From an optimization exercise on the open Yosys and OpenROAD flow, aimed at small area, a short achievable clock period and few clock cycles; shortcuts taken in it are not production practice. In this exercise RTL edits were held to simulation tests only and were not proved equivalent to the original.

==> flow/design.v (excerpt) <==
module stepstick_motion (
    input  wire        clk,
    input  wire        rst,           
    input  wire        cmd_valid,
    output wire        cmd_ready,
    input  wire [1:0]  cmd_op,
    input  wire [31:0] cmd_arg,
    output reg         rsp_valid,
    output wire [7:0]  rsp_status,
    output wire [47:0] rsp_data
);
    localparam [1:0] OP_INIT      = 2'd0;
    localparam [1:0] OP_MICROSTEP = 2'd1;
    localparam [1:0] OP_SPEED     = 2'd2;
    localparam [1:0] OP_ANGLE     = 2'd3;
    localparam [22:0] DV1 = 23'd1406250;    
    localparam [22:0] DV2 = 23'd2812500;
    localparam [22:0] DV3 = 23'd4218750;
    localparam [19:0] C7  = 20'd703125;     
    localparam [35:0] KK  = 36'haab2aaab0;
    localparam [1:0] S_FIRST = 2'd0;
    localparam [1:0] S_RUN   = 2'd1;
    localparam [1:0] S_FIN   = 2'd2;
    reg        hs;
    reg [15:0] steps;
    reg [3:0]  ms;
    reg [34:0] cc;
    reg [3:0]  smsb;     
    reg        snz;      
    reg        rdy;
    reg [1:0]  st;
    reg [1:0]  op;
    reg [31:0] mr;       
    reg        ob;       
    reg [35:0] S;        
    reg [35:0] C;        
    reg [1:0]  cy;       
    reg [4:0]  cnt;
    reg [5:0]  ix;       
    reg [1:0]  tp;       
    reg        p;        
    reg [1:0]  dif;      
    reg [2:0]  dpv;      
    reg [1:0]  tpv;      
    reg        pend;     
    reg        s2, s01;  
    assign cmd_ready  = rdy;
  ...
For scale: about 3300 cells after synthesis, ~210 flip-flops, roughly 28000 µm² of cells after synthesis.
Settings: LEC_CHECK=0, CAP_MARGIN=20, CORE_MARGIN=2, CORE_UTILIZATION=50, PLACE_DENSITY=0.7, SETUP_SLACK_MARGIN=2.5, SLEW_MARGIN=20, TNS_END_PERCENT=5; clock period 7.0 ns.
run.sh (not shown) runs the stock make flow with config.mk's settings and CLKGATE_MAP_FILE= SYNTH_SCRIPT=/design/flow/synth_recipe.tcl, a recipe that flattens the netlist after the stock synthesis.
Testbench counts at the start, summed over its fixed seeds: cycles 26,747.
Rerun with:
--- a/flow/design.v
+++ b/flow/design.v
@@ -29,24 +29,25 @@
     reg        snz;      
     reg        rdy;
     reg [1:0]  st;
     reg [1:0]  op;
     reg [31:0] mr;       
     reg        ob;       
     reg [35:0] S;        
     reg [35:0] C;        
     reg [1:0]  cy;       
     reg [4:0]  cnt;
     reg [5:0]  ix;       
     reg [1:0]  tp;       
+    reg [7:0]  Ut;       
     reg        p;        
     reg [1:0]  dif;      
     reg [2:0]  dpv;      
     reg [1:0]  tpv;      
     reg        pend;     
     reg        s2, s01;  
     assign cmd_ready  = rdy;
     assign rsp_status = {5'd0, s2, s01, s01};
     assign rsp_data   = {13'd0, S[34:0]};
     function [2:0] bdec(input [2:0] b);
         bdec = {b[2], (b[2] & ~b[1] & ~b[0]) | (~b[2] & b[1] & b[0]), b[1] ^ b[0]};
     endfunction
@@ -159,25 +160,28 @@
     wire [6:0]  hl  = cmd_arg[25:19];
     wire [5:0]  hr2 = (hl >= 7'd90) ? hl - 7'd90 : (hl >= 7'd45) ? hl - 7'd45 : hl[5:0];
     wire [6:0]  hsum = {1'b0, mr[30:25]} + {1'b0, mr[24:19]};
     wire [5:0]  At0 = (hsum >= 7'd45) ? hsum - 7'd45 : hsum[5:0];
     wire [5:0]  At  = mr[24:19];
     wire [18:0] Al  = mr[18:0];
     wire [7:0]  A3  = {ob, mr[31:25]};
     wire [23:0] q   = {C[35:19], S[35:29]};
     wire [5:0]  Rt  = S[28:23];
     wire [3:0]  Pt  = S[22:19];
     wire [18:0] Ls  = S[18:0];
     wire [18:0] Lc  = C[18:0];
-    wire [7:0]  Ut  = tp[1] ? (tp[0] ? A3 : {1'b0, At, 1'b0}) : (tp[0] ? {2'b0, At} : 8'd0);
+    wire [7:0]  A30 = {2'd0, At0} + {1'b0, At0, 1'b0};
+    wire [5:0]  Atx = (st == S_FIRST) ? At0 : At;
+    wire [7:0]  A3x = (st == S_FIRST) ? A30 : A3;
+    wire [7:0]  Utn = tpn[1] ? (tpn[0] ? A3x : {1'b0, Atx, 1'b0}) : (tpn[0] ? {2'b0, Atx} : 8'd0);
     wire [8:0]  T9  = {1'b0, Rt, 2'b00} + {3'b0, Pt, 2'b00} + {1'b0, Ut};
     reg  [2:0]  ad;
     reg  [5:0]  atr;
     always @(*) begin
         if      (T9 >= 9'd315) begin ad = 3'd7; atr = T9 - 9'd315; end
         else if (T9 >= 9'd270) begin ad = 3'd6; atr = T9 - 9'd270; end
         else if (T9 >= 9'd225) begin ad = 3'd5; atr = T9 - 9'd225; end
         else if (T9 >= 9'd180) begin ad = 3'd4; atr = T9 - 9'd180; end
         else if (T9 >= 9'd135) begin ad = 3'd3; atr = T9 - 9'd135; end
         else if (T9 >= 9'd90)  begin ad = 3'd2; atr = T9 - 9'd90;  end
         else if (T9 >= 9'd45)  begin ad = 3'd1; atr = T9 - 9'd45;  end
         else                   begin ad = 3'd0; atr = T9[5:0];     end
@@ -304,47 +308,49 @@
                             st  <= S_RUN;
                         end else begin
                             cnt <= cnt - 5'd1;
                             if (cnt == 5'd1) st <= S_FIN;
                         end
                     end
                 end
                 default: begin  
                     if (st == S_FIRST) begin
                         if (!hs) begin
                             rsp_valid <= 1'b1; s2 <= 1'b0; s01 <= 1'b1; rdy <= 1'b1;
                         end else begin
-                            {ob, mr[31:25]} <= {2'd0, At0} + {1'b0, At0, 1'b0};
+                            {ob, mr[31:25]} <= A30;
                             mr[24:19] <= At0;
                             S   <= (snz & nb[0]) ? {17'd0, Al} : 36'd0;
                             S[28:23] <= (snz & nb[0]) ? At0 : 6'd0;
                             C   <= 36'd0;
                             p   <= 1'b0;
                             dif <= {1'b0, snz & nb[0]};
                             pend <= 1'b0;
                             ix  <= ixn;
                             tp  <= tpn;
+                            Ut  <= Utn;
                             cnt <= nb[4:1];
                             st  <= (snz && nb[4:1] != 4'd0) ? S_RUN : S_FIN;
                         end
                     end else if (st == S_RUN) begin
                         S   <= {qn[6:0], atr, ptn, x2[18:0]};
                         C   <= {qn[23:7], y2[18:0]};
                         p   <= ad[2];
                         dif <= dupd;
                         dpv <= ad;
                         tpv <= tp;
                         pend <= 1'b1;
                         ix  <= ixn;
                         tp  <= tpn;
+                        Ut  <= Utn;
                         cnt <= cnt - 5'd1;
                         if (cnt == 5'd1) st <= S_FIN;
                     end else begin
                         S <= czero ? 36'd0 : {12'd0, rnd ? qb : qa};
                         rsp_valid <= 1'b1; s2 <= 1'b0; s01 <= 1'b0; rdy <= 1'b1;
                     end
                 end
                 endcase
             end
         end
         if (rst) begin
             rdy       <= 1'b1;
Effect: The new run finished with timing, DRC and antenna clean. Count of clock-buffer cells in the layout grows by 1. Design area hardly moves. Routed wire length drops by 1.9%. Worst hold slack loses 21 ps. Setup slack got worse by 58 ps. Utilization barely changes. Fmax decreases by 1.3%.
Testbench counts after the change, summed over its fixed seeds: cycles 26,747.


## the reference run
stepstick_motion, a different RTL version from the one above (not shown whole).
Size in the first run: about 4000 cells after synthesis, ~95 I/O pins.
Settings: LEC_CHECK=0, ABC_AREA=1, CAP_MARGIN=30, CORE_MARGIN=2, CORE_UTILIZATION=50, PLACE_DENSITY=0.7, SETUP_SLACK_MARGIN=2.5, SLEW_MARGIN=30; clock period 7.0 ns.
Testbench counts of the reference run, summed over its fixed seeds: cycles 26,747.
[inputs] the trial run vs the reference run
--- a/flow/design.v
+++ b/flow/design.v
@@ -166,43 +166,62 @@
     wire [6:0]  hsum = {1'b0, mr[30:25]} + {1'b0, mr[24:19]};
     wire [5:0]  At0 = (hsum >= 7'd45) ? hsum - 7'd45 : hsum[5:0];
     wire [5:0]  At  = mr[24:19];
     wire [18:0] Al  = mr[18:0];
     wire [7:0]  A3  = {ob, mr[31:25]};
     wire [23:0] q   = {C[35:19], S[35:29]};
     wire [5:0]  Rt  = S[28:23];
     wire [3:0]  Pt  = S[22:19];
     wire [18:0] Ls  = S[18:0];
+    wire [18:0] Lc  = C[18:0];
     wire [7:0]  A30 = {2'd0, At0} + {1'b0, At0, 1'b0};
     wire [5:0]  Atx = (st == S_FIRST) ? At0 : At;
     wire [7:0]  A3x = (st == S_FIRST) ? A30 : A3;
     wire [7:0]  Utn = tpn[1] ? (tpn[0] ? A3x : {1'b0, Atx, 1'b0}) : (tpn[0] ? {2'b0, Atx} : 8'd0);
     wire [8:0]  T9  = {1'b0, Rt, 2'b00} + {3'b0, Pt, 2'b00} + {1'b0, Ut};
     reg  [2:0]  ad;
     reg  [5:0]  atr;
     always @(*) begin
         if      (T9 >= 9'd315) begin ad = 3'd7; atr = T9 - 9'd315; end
         else if (T9 >= 9'd270) begin ad = 3'd6; atr = T9 - 9'd270; end
         else if (T9 >= 9'd225) begin ad = 3'd5; atr = T9 - 9'd225; end
         else if (T9 >= 9'd180) begin ad = 3'd4; atr = T9 - 9'd180; end
         else if (T9 >= 9'd135) begin ad = 3'd3; atr = T9 - 9'd135; end
         else if (T9 >= 9'd90)  begin ad = 3'd2; atr = T9 - 9'd90;  end
         else if (T9 >= 9'd45)  begin ad = 3'd1; atr = T9 - 9'd45;  end
         else                   begin ad = 3'd0; atr = T9[5:0];     end
     end
-    wire [21:0] lsum = {1'b0, Ls, 2'b00} + (tp[1] ? {2'd0, Al, 1'b0} : 22'd0)
-                     + (tp[0] ? {3'd0, Al} : 22'd0);
-    wire [3:0]  ptn = {1'b0, lsum[21:19]};
+    wire [22:0] o1  = {2'd0, Ls, 2'b00};
+    wire [22:0] o2  = {2'd0, Lc, 2'b00};
+    wire [22:0] o3  = tp[1] ? {3'd0, Al, 1'b0} : 23'd0;
+    wire [22:0] o4  = tp[0] ? {4'd0, Al} : 23'd0;
+    wire [22:0] x1  = o1 ^ o2 ^ o3;
+    wire [22:0] y1  = {((o1 & o2) | (o1 & o3) | (o2 & o3)), 1'b0};
+    wire [22:0] x2  = x1 ^ y1 ^ o4;
+    wire [22:0] y2  = {((x1 & y1) | (x1 & o4) | (y1 & o4)), 1'b0};
+    wire [3:0]  ptn = x2[22:19] + y2[22:19];
     wire [23:0] qa  = q + {21'd0, p, 2'b00};
     wire [23:0] qn  = {qa[21:0], ad[1:0]};
     wire [4:0]  dval = {1'b0, dif, 2'b00} + {3'd0, tpv} - {2'd0, dpv};
     wire [1:0]  dupd = pend ? ((dval >= 5'd3) ? 2'd3 : dval[1:0]) : dif;
-    wire [1:0]  u    = {1'b0, Ls[18]};
+    reg  [17:0] pg, pp_;
+    integer  lv, j;
+    always @(*) begin
+        pg  = Ls[17:0] & Lc[17:0];
+        pp_ = Ls[17:0] ^ Lc[17:0];
+        for (lv = 1; lv < 18; lv = lv * 2)
+            for (j = 17; j >= lv; j = j - 1) begin
+                pg[j]  = pg[j] | (pp_[j] & pg[j - lv]);
+                pp_[j] = pp_[j] & pp_[j - lv];
+            end
+    end
+    wire        c18  = pg[17];
+    wire [1:0]  u    = {(Ls[18] & Lc[18]) | ((Ls[18] ^ Lc[18]) & c18), Ls[18] ^ Lc[18] ^ c18};
     wire [6:0]  vt   = {1'b0, Rt} + {3'd0, Pt};
     wire        rnd  = (vt >= 7'd23) | ((u != 2'd0) & (vt >= 7'd22)) | ((u == 2'd3) & (vt >= 7'd21));
     wire [23:0] qb   = qa + 24'd1;
     wire        czero = (dupd == {1'b0, rnd});
     function sbit(input [15:0] s, input [5:0] k);
         sbit = k[5] ? 1'b0 : s[k[3:0]];
     endfunction
     wire [4:0]  nb   = {1'b0, smsb} + 5'd9 - {1'b0, ms};      
     wire [5:0]  ix0  = nb[0] ? {2'd0, smsb} - 6'd1 : {2'd0, smsb};
@@ -315,20 +334,20 @@
                             dif <= {1'b0, snz & nb[0]};
                             pend <= 1'b0;
                             ix  <= ixn;
                             tp  <= tpn;
                             Ut  <= Utn;
                             cnt <= nb[4:1];
                             st  <= (snz && nb[4:1] != 4'd0) ? S_RUN : S_FIN;
                         end
                     end else if (st == S_RUN) begin
-                        S   <= {qn[6:0], atr, ptn, lsum[18:0]};
-                        C   <= {qn[23:7], 19'd0};
+                        S   <= {qn[6:0], atr, ptn, x2[18:0]};
+                        C   <= {qn[23:7], y2[18:0]};
                         p   <= ad[2];
                         dif <= dupd;
                         dpv <= ad;
                         tpv <= tp;
                         pend <= 1'b1;
                         ix  <= ixn;
                         tp  <= tpn;
                         Ut  <= Utn;
                         cnt <= cnt - 5'd1;
--- outcome ---
Combinational family with the most area after synthesis: adder cells -> the trial run, simple AND/OR/NAND/NOR gates -> the reference run
The trial run against the reference run: number of signal-net buffers in the layout climbed 14; worst hold slack dropped 6.9 ps; fmax barely changed; sequential portion of the cell area barely changed; largest incremental delay on the critical path barely changed.
The trial run vs. the reference run: parity-gate share of the synthesized area counting xor and xnor cells fell by 0.39 points, final-layout non-clock buffer area share rose by 0.31 points, estimated wirelength of the detail-placed design fell by 4.3%.
Area taken by multi-input logic gates across the reference run and the trial run: no real change.
[compare] base=the reference run new=the trial run: post-route fraction of the period consumed by the critical path went down by 0.18 points; flip-flop and latch count was more or less identical.
Testbench counts of the trial run, summed over its fixed seeds: cycles 26,747.

## re-timing with driven ports
In the flow no input, the clock included, has a driving cell. The finished layouts below were timed again as built, in two steps.
Step 1 sets driving cells, clkbuf_16 on the clock port and buf_2 on the other inputs (assumed; they add their load-dependent delay and slew).
Step 2 adds t to the input delays and takes it off the output delays; t is the mean of the earliest and latest rising clock arrival at the registers after step 1. Input paths then give back, and output paths get back, about the clock's delay inside the block.
Three values: no drivers, after step 1, after step 2; two values: the first two.
run	t, ns	setup slack, ns	worst register clock-pin slew, ns	worst data-port slew with drivers (ns)
the first run of note 1	0.671	2.456 / 2.456 / 2.456	0.07 / 0.07	0.08
the second run of note 1	0.661	2.398 / 2.398 / 2.257	0.07 / 0.07	0.08
the reference run	0.661	2.629 / 2.629 / 2.562	0.07 / 0.07	0.07
the trial run	0.644	2.642 / 2.642 / 2.642	0.07 / 0.07	0.05
After both steps every run listed still meets setup and hold. The setup slack of the second run of note 1, which loses most, moves by 0.000 ns with the drivers and by -0.141 ns with both steps.
